What follows belongs to an exercise in optimizing a design on an open flow for small area and few clock cycles; a production flow would make more cautious choices.
In this exercise RTL edits were held to simulation tests only and were not proved equivalent to the original.

==> inputs of trial 7 <==
==> flow/design.v <==
module opc2ser #(
    parameter RXBUF_SIZE = 128
) (
    input  wire        clk,
    input  wire        rst,
    input  wire [1:0]  cfg_protocol,
    input  wire [7:0]  cfg_channel,
    input  wire [15:0] cfg_hs_timeout_ms,
    input  wire        dg_valid,
    output wire        dg_ready,
    input  wire [7:0]  dg_data,
    input  wire        dg_last,
    input  wire        dg_keep,
    output wire        tx_valid,
    input  wire        tx_ready,
    output reg  [7:0]  tx_data,
    output wire        tx_last,
    input  wire        srx_valid,
    input  wire [7:0]  srx_data,
    input  wire        tick_ms,
    output wire [1:0]  hs_state,
    output wire [2:0]  hs_cause,
    output wire        session_abort,
    output wire        busy,
    output wire [3:0]  err_code,
    output wire        warn3,
    output reg         evt_accept,
    output reg         evt_drop,
    output wire        evt_warn,
    output reg         evt_sent
);
    localparam PMAX = RXBUF_SIZE - 4;           
    localparam P_ADA  = 2'd0;
    localparam P_AWA  = 2'd1;
    localparam P_TPM2 = 2'd2;
    localparam HS_AWAITING = 2'd0;
    localparam HS_READY    = 2'd1;
    localparam HS_FAILED   = 2'd2;
    reg [1:0] cfg_proto_r;
    reg [7:0] cfg_chan_r;
    always @(posedge clk) begin
        if (rst) begin
            cfg_proto_r <= cfg_protocol;
            cfg_chan_r  <= cfg_channel;
        end
    end
    reg [1:0]  hs;
    reg [2:0]  hs_cause_r;
    reg [1:0]  hs_cnt;
    reg        hs_bad;
    reg [15:0] acc;                    
    reg [7:0] hs_exp;
    always @(*) begin
        case (hs_cnt)
            2'd0: hs_exp = 8'h41;
            2'd1: hs_exp = 8'h64;
            2'd2: hs_exp = 8'h61;
            default: hs_exp = 8'h0A;
        endcase
    end
    wire hs_wait  = (hs == HS_AWAITING);
    wire hs_bad_n = hs_bad | (srx_data != hs_exp);
    wire hs_done  = srx_valid && (hs_cnt == 2'd3);
    wire hs_tick  = hs_wait && tick_ms && !hs_done;
    always @(posedge clk) begin
        if (rst) begin
            hs_cnt <= 2'd0;
            hs_bad <= 1'b0;
            case (cfg_protocol)
                P_ADA:   begin hs <= HS_AWAITING; hs_cause_r <= 3'd0; end
                P_AWA:   begin hs <= HS_READY;    hs_cause_r <= 3'd0; end
                P_TPM2:  begin hs <= HS_READY;    hs_cause_r <= 3'd0; end
                default: begin hs <= HS_FAILED;   hs_cause_r <= 3'd4; end
            endcase
        end else if (hs_wait) begin
            if (srx_valid) begin
                hs_cnt <= hs_cnt + 2'd1;
                hs_bad <= hs_bad_n;
            end
            if (hs_done) begin
                if (hs_bad_n) begin
                    hs         <= HS_FAILED;
                    hs_cause_r <= 3'd1;
                end else begin
                    hs <= HS_READY;
                end
            end else if (tick_ms && acc <= 16'd1) begin
                hs         <= HS_FAILED;
                hs_cause_r <= (hs_cnt == 2'd0 && !srx_valid) ? 3'd3 : 3'd2;
            end
        end
    end
    assign hs_state      = hs;
    assign hs_cause      = hs_cause_r;
    assign session_abort = (hs == HS_FAILED);
    reg          recv, send;           
    reg  [2:0]   ph;                   
    reg          chan_bad, cmd_bad, big;
    reg  [6:0]   len7;                 
    reg  [6:0]   need;                 
    reg  [8*PMAX-1:0] ring;            
    reg          tt;                   
    reg  [2:0]   err_r;
    reg          warn_r;
    assign dg_ready = (hs == HS_READY) && !send;
    assign busy     = recv | send;
    assign err_code = {1'b0, err_r};
    wire rx_beat = dg_valid && dg_ready;
    wire kb      = rx_beat && dg_keep;
    wire in_hdr  = !ph[2];
    wire pay_in  = kb && !in_hdr && (need != 7'd0);
    wire hdr_full = !in_hdr || (ph == 3'd3 && kb);
    wire big_e    = big || (in_hdr && dg_data > PMAX);
    wire trunc_e  = in_hdr ? (dg_data != 8'd0)
                           : (need != 7'd0) && !(need == 7'd1 && kb);
    reg  [2:0] verdict;
    always @(*) begin
        if (!hdr_full)      verdict = 3'd1;
        else if (chan_bad)  verdict = 3'd2;
        else if (cmd_bad)   verdict = 3'd3;
        else if (big_e)     verdict = 3'd4;
        else if (trunc_e)   verdict = 3'd5;
        else                verdict = 3'd0;
    end
    wire accept = rx_beat && dg_last && (verdict == 3'd0);
    wire tpm      = (cfg_proto_r == P_TPM2);
    wire ada      = (cfg_proto_r == P_ADA);
    wire hdr_last = tpm ? (ph == 3'd3) : (ph == 3'd5);
    wire in_pay   = (ph == 3'd6);
    wire in_trl   = (ph == 3'd7);
    assign tx_valid = send;
    wire tx_beat  = send && tx_ready;
    wire fin      = (ada && ((in_pay && need == 7'd1) || (hdr_last && need == 7'd0))) ||
                    (in_trl && (tpm || tt));
    assign tx_last = fin;
    wire [6:0] u;
    wire [7:0] ub;                     
    assign ub[0] = 1'b0;
    genvar gi;
    generate
        for (gi = 0; gi < 7; gi = gi + 1) begin : g_u
            wire cb = (gi >= 2 && gi <= 6);    
            assign u[gi]    = cb ^ len7[gi] ^ ub[gi];
            assign ub[gi+1] = (!cb & (len7[gi] | ub[gi])) | (len7[gi] & ub[gi]);
        end
    endgenerate
    wire [1:0] ent  = u[3:2];
    wire [2:0] tsel = u[6:4];
    wire [1:0] al   = u[1:0];
    reg  [7:0] tap;
    always @(*) begin
        case (tsel)
            3'd0: tap = ring[8*123 +: 8];
            3'd1: tap = ring[8*107 +: 8];
            3'd2: tap = ring[8*91 +: 8];
            3'd3: tap = ring[8*75 +: 8];
            3'd4: tap = ring[8*59 +: 8];
            3'd5: tap = ring[8*43 +: 8];
            3'd6: tap = ring[8*27 +: 8];
            default: tap = ring[8*11 +: 8];
        endcase
    end
    wire [15:0] dr;                    
    wire [6:0]  lq;
    assign dr[15:14] = 2'd0;
    generate
        for (gi = 6; gi >= 0; gi = gi - 1) begin : g_div3
            wire [2:0] t = {dr[2*gi+3 -: 2], len7[gi]};
            assign lq[gi] = (t >= 3'd3);
            assign dr[2*gi+1 -: 2] = lq[gi] ? t[1:0] - 2'd3 : t[1:0];
        end
    endgenerate
    wire [6:0] qb;                     
    wire [6:0] qm1;
    assign qb[0] = 1'b1;
    generate
        for (gi = 0; gi < 6; gi = gi + 1) begin : g_qm1
            assign qm1[gi]  = lq[gi] ^ qb[gi];
            assign qb[gi+1] = qb[gi] & !lq[gi];
        end
    endgenerate
    wire       cz    = qb[6];          
    wire [7:0] c_hi  = {8{cz}};
    wire [7:0] c_lo  = {cz, cz, qm1[5:0]};
    wire [7:0] fl1 = acc[7:0];
    wire [7:0] fl2 = acc[15:8];
    always @(*) begin
        if (tpm) begin
            case (ph)
                3'd0: tx_data = 8'hC9;
                3'd1: tx_data = 8'hDA;
                3'd2: tx_data = 8'h00;
                3'd3: tx_data = {1'b0, len7};
                3'd6: tx_data = tap;
                default: tx_data = 8'h36;
            endcase
        end else begin
            case (ph)
                3'd0: tx_data = 8'h41;
                3'd1: tx_data = ada ? 8'h64 : 8'h77;
                3'd2: tx_data = 8'h61;
                3'd3: tx_data = c_hi;
                3'd4: tx_data = c_lo;
                3'd5: tx_data = c_hi ^ c_lo ^ 8'h55;
                3'd6: tx_data = tap;
                default: tx_data = tt ? fl2 : fl1;
            endcase
        end
    end
    wire [8:0] c1, c2, i1, i2;
    wire [7:0] s1, s2, fl1_n, fl2_n;
    assign c1[0] = 1'b0;
    assign c2[0] = 1'b0;
    generate
        for (gi = 0; gi < 8; gi = gi + 1) begin : g_fl
            assign s1[gi]    = fl1[gi] ^ tap[gi] ^ c1[gi];
            assign c1[gi+1]  = (fl1[gi] & tap[gi]) | (c1[gi] & (fl1[gi] ^ tap[gi]));
            assign fl1_n[gi] = s1[gi] ^ i1[gi];
            assign i1[gi+1]  = s1[gi] & i1[gi];
            assign s2[gi]    = fl2[gi] ^ fl1_n[gi] ^ c2[gi];
            assign c2[gi+1]  = (fl2[gi] & fl1_n[gi]) | (c2[gi] & (fl2[gi] ^ fl1_n[gi]));
            assign fl2_n[gi] = s2[gi] ^ i2[gi];
            assign i2[gi+1]  = s2[gi] & i2[gi];
        end
    endgenerate
    assign i1[0] = c1[8] | (&s1);
    assign i2[0] = c2[8] | (&s2);
    wire pay_out = tx_beat && in_pay;
    wire align   = tx_beat && (ph < {1'b0, al});
    wire ring_sh = pay_in || align || pay_out;
    wire [8*PMAX-1:0] ring_n = {ring[8*PMAX-9:8*12],
                                (ent == 2'd3) ? dg_data : ring[8*11 +: 8],
                                ring[8*8 +: 24],
                                (ent == 2'd2) ? dg_data : ring[8*7 +: 8],
                                ring[8*4 +: 24],
                                (ent == 2'd1) ? dg_data : ring[8*3 +: 8],
                                ring[8*0 +: 24],
                                dg_data};
    always @(posedge clk) begin
        if (ring_sh)
            ring <= ring_n;
    end
    always @(posedge clk) begin
        if (rst)
            acc <= cfg_hs_timeout_ms;
        else if (hs_tick)
            acc <= acc - 16'd1;
        else if (accept)
            acc <= 16'd0;
        else if (pay_out)
            acc <= {fl2_n, fl1_n};
    end
    wire lw = (dr[1:0] != 2'd0);
    assign evt_warn = evt_accept && lw;
    assign warn3    = evt_accept ? lw : warn_r;
    always @(posedge clk) begin
        if (rst) begin
            recv       <= 1'b0;
            send       <= 1'b0;
            ph         <= 3'd0;
            err_r      <= 3'd0;
            warn_r     <= 1'b0;
            evt_accept <= 1'b0;
            evt_drop   <= 1'b0;
            evt_sent   <= 1'b0;
        end else begin
            warn_r     <= warn3;
            evt_accept <= 1'b0;
            evt_drop   <= 1'b0;
            evt_sent   <= 1'b0;
            if (kb && in_hdr) begin
                ph <= ph + 3'd1;
                case (ph[1:0])
                    2'd0: chan_bad <= (dg_data != 8'd0) && (dg_data != cfg_chan_r);
                    2'd1: cmd_bad  <= (dg_data != 8'd0);
                    2'd2: big      <= (dg_data != 8'd0);
                    default: begin
                        big  <= big_e;
                        len7 <= dg_data[6:0];
                        need <= dg_data[6:0];
                    end
                endcase
            end
            if (pay_in)
                need <= need - 7'd1;
            if (rx_beat) begin
                recv <= 1'b1;
                if (dg_last) begin
                    recv  <= 1'b0;
                    ph    <= 3'd0;
                    err_r <= verdict;
                    if (verdict == 3'd0) begin
                        evt_accept <= 1'b1;
                        send       <= 1'b1;
                        need       <= in_hdr ? 7'd0 : len7;
                        tt         <= 1'b0;
                    end else begin
                        evt_drop <= 1'b1;
                    end
                end
            end
            if (tx_beat) begin
                if (fin) begin
                    send     <= 1'b0;
                    evt_sent <= 1'b1;
                    ph       <= 3'd0;
                end else if (in_pay) begin
                    if (need == 7'd1)
                        ph <= 3'd7;
                end else if (in_trl) begin
                    tt <= 1'b1;
                end else if (hdr_last) begin
                    ph <= (need != 7'd0) ? 3'd6 : 3'd7;
                end else begin
                    ph <= ph + 3'd1;
                end
                if (in_pay)
                    need <= need - 7'd1;
            end
        end
    end
endmodule
==> flow/flow/run.sh <==
#!/bin/bash
# The standard layout (standard.sh) with two changes made through ORFS's own
# variables: ports are buffered with buf_1 instead of the buffer buffer_ports
# picks by default, and clock tree synthesis uses larger sink clusters and
# inserts no dummy loads. Each tool's output is kept in orfs/logs/; the make
# output of each run goes to a log file here.
set -euo pipefail
export BUFFER_PORTS_ARGS="-buffer_cell sky130_fd_sc_hd__buf_1"
export CTS_ARGS="-sink_clustering_enable -repair_clock_nets -sink_clustering_size 30 -sink_clustering_max_diameter 80 -dont_use_dummy_load"
bash standard.sh synth > make_synth.log 2>&1
bash standard.sh finish > make_finish.log 2>&1
==> flow/standard.sh <==
#!/bin/bash
# synth_recipe.tcl (not shown) runs the flow's synth.tcl, then flattens the netlist and writes it again
# the make line also repeats each setting of config.mk as NAME=value (left out here)
make -C /OpenROAD-flow-scripts/flow DESIGN_CONFIG=/design/flow/config.mk WORK_HOME=/design/flow/orfs CLKGATE_MAP_FILE= SYNTH_SCRIPT=/design/flow/synth_recipe.tcl "${@:-finish}"
==> flow/config.mk <==
export PLATFORM = sky130hd
export DESIGN_NAME = opc2ser
export DESIGN_NICKNAME = opc2ser
export VERILOG_FILES = /design/flow/design.v
export SDC_FILE = /design/flow/constraint.sdc
export NUM_CORES = 4
export LEC_CHECK = 0
export CAP_MARGIN = 20
export CORE_MARGIN = 2
export CORE_UTILIZATION = 55
export PLACE_DENSITY = 0.7
export SLEW_MARGIN = 20
==> flow/constraint.sdc <==
create_clock -name core_clock -period 12.0 [get_ports {clk}]
set_input_delay 2.4000 -clock core_clock [delete_from_list [all_inputs] [get_ports {clk}]]
set_output_delay 2.4000 -clock core_clock [all_outputs]
set_load 0.01 [all_outputs]
==> trial 9: changes against trial 7 <==
==> flow/run.sh (new file) <==
#!/bin/bash
# synth_recipe.tcl (not shown) runs the flow's synth.tcl, then flattens the netlist and writes it again
# the make line also repeats each setting of config.mk as NAME=value (left out here)
make -C /OpenROAD-flow-scripts/flow DESIGN_CONFIG=/design/flow/config.mk WORK_HOME=/design/flow/orfs CLKGATE_MAP_FILE= SYNTH_SCRIPT=/design/flow/synth_recipe.tcl finish
--- a/flow/config.mk
+++ b/flow/config.mk
@@ -10,2 +10,4 @@
 export CORE_UTILIZATION = 55
+export CTS_CLUSTER_DIAMETER = 55
+export CTS_CLUSTER_SIZE = 36
 export PLACE_DENSITY = 0.7
removed: flow/flow/run.sh
removed: flow/standard.sh
==> run summary <==
# TYPE chip_impl_metric gauge
chip_impl_info{name="status",value="finished clean"} 1
chip_impl_metric{name="signal_buffers",unit=""} 87
chip_impl_info{name="hold_ep",value="ring[626]"} 1
chip_impl_metric{name="detail_route.vias_per_cell",unit=""} 5.48
chip_impl_metric{name="comb_power",unit="mW"} 0.273
chip_impl_metric{name="place_worst_setup_slack",unit="ns"} 1.08
chip_impl_info{name="worst_path_max_delay_cell",value="edfxtp_1"} 1
chip_impl_metric{name="fraction_of_standard_cell_area_in_multi_input_logic",unit="%"} 10.7
chip_impl_metric{name="wl_met3",unit="mm"} 3.06
chip_impl_metric{name="power_report.internal_total",unit="mW"} 5.36
chip_impl_metric{name="synthToLayoutAreaGrowth",unit="%"} 12.1
chip_impl_metric{name="power.clock.fraction",unit="%"} 37.1
chip_impl_metric{name="grt_use_met3",unit="%"} 3.07
Source of the figures above: trial 9

==> run summary <==
# TYPE chip_impl_metric gauge
chip_impl_metric{name="power.clock.fraction",unit="%"} 27.4
chip_impl_metric{name="wl_met3",unit="mm"} 2.31
chip_impl_info{name="status",value="finished clean"} 1
chip_impl_metric{name="detail_route.vias_per_cell",unit=""} 5.56
chip_impl_metric{name="signal_buffers",unit=""} 91
chip_impl_info{name="worst_path_max_delay_cell",value="xor2_4"} 1
chip_impl_metric{name="synthToLayoutAreaGrowth",unit="%"} 6.98
Source of the figures above: trial 7

Testbench counts of trial 7, summed over its fixed seeds: cycles 102,288.
Testbench counts of trial 9, summed over its fixed seeds: cycles 102,288.

==> static timing again, ports no longer ideal <==
How much do the figures lean on ideal ports? The routed layouts below were timed once more, with nothing changed but the port constraints. Step 1, drivers: a clkbuf_16 drives clk and a buf_2 each remaining input, both assumed. Step 2 moves the port delays by t, midway between the first and last clock arrival at a register: inputs arrive t later, outputs are due t later. That takes back most of the time a late clock gives input paths. a / b / c = ideal / step 1 / step 2; a / b = the first two.
run	t (ns)	slack for setup (ns)	hold WS [ns]	pins driven straight from the clock port
trial 7	0.622	0.839 / 0.839 / 0.839	0.361 / 0.361 / 0.361	1
trial 9	0.678	1.031 / 1.031 / 1.031	0.384 / 0.384 / 0.384	1
After both steps setup and hold are still met in every run listed.
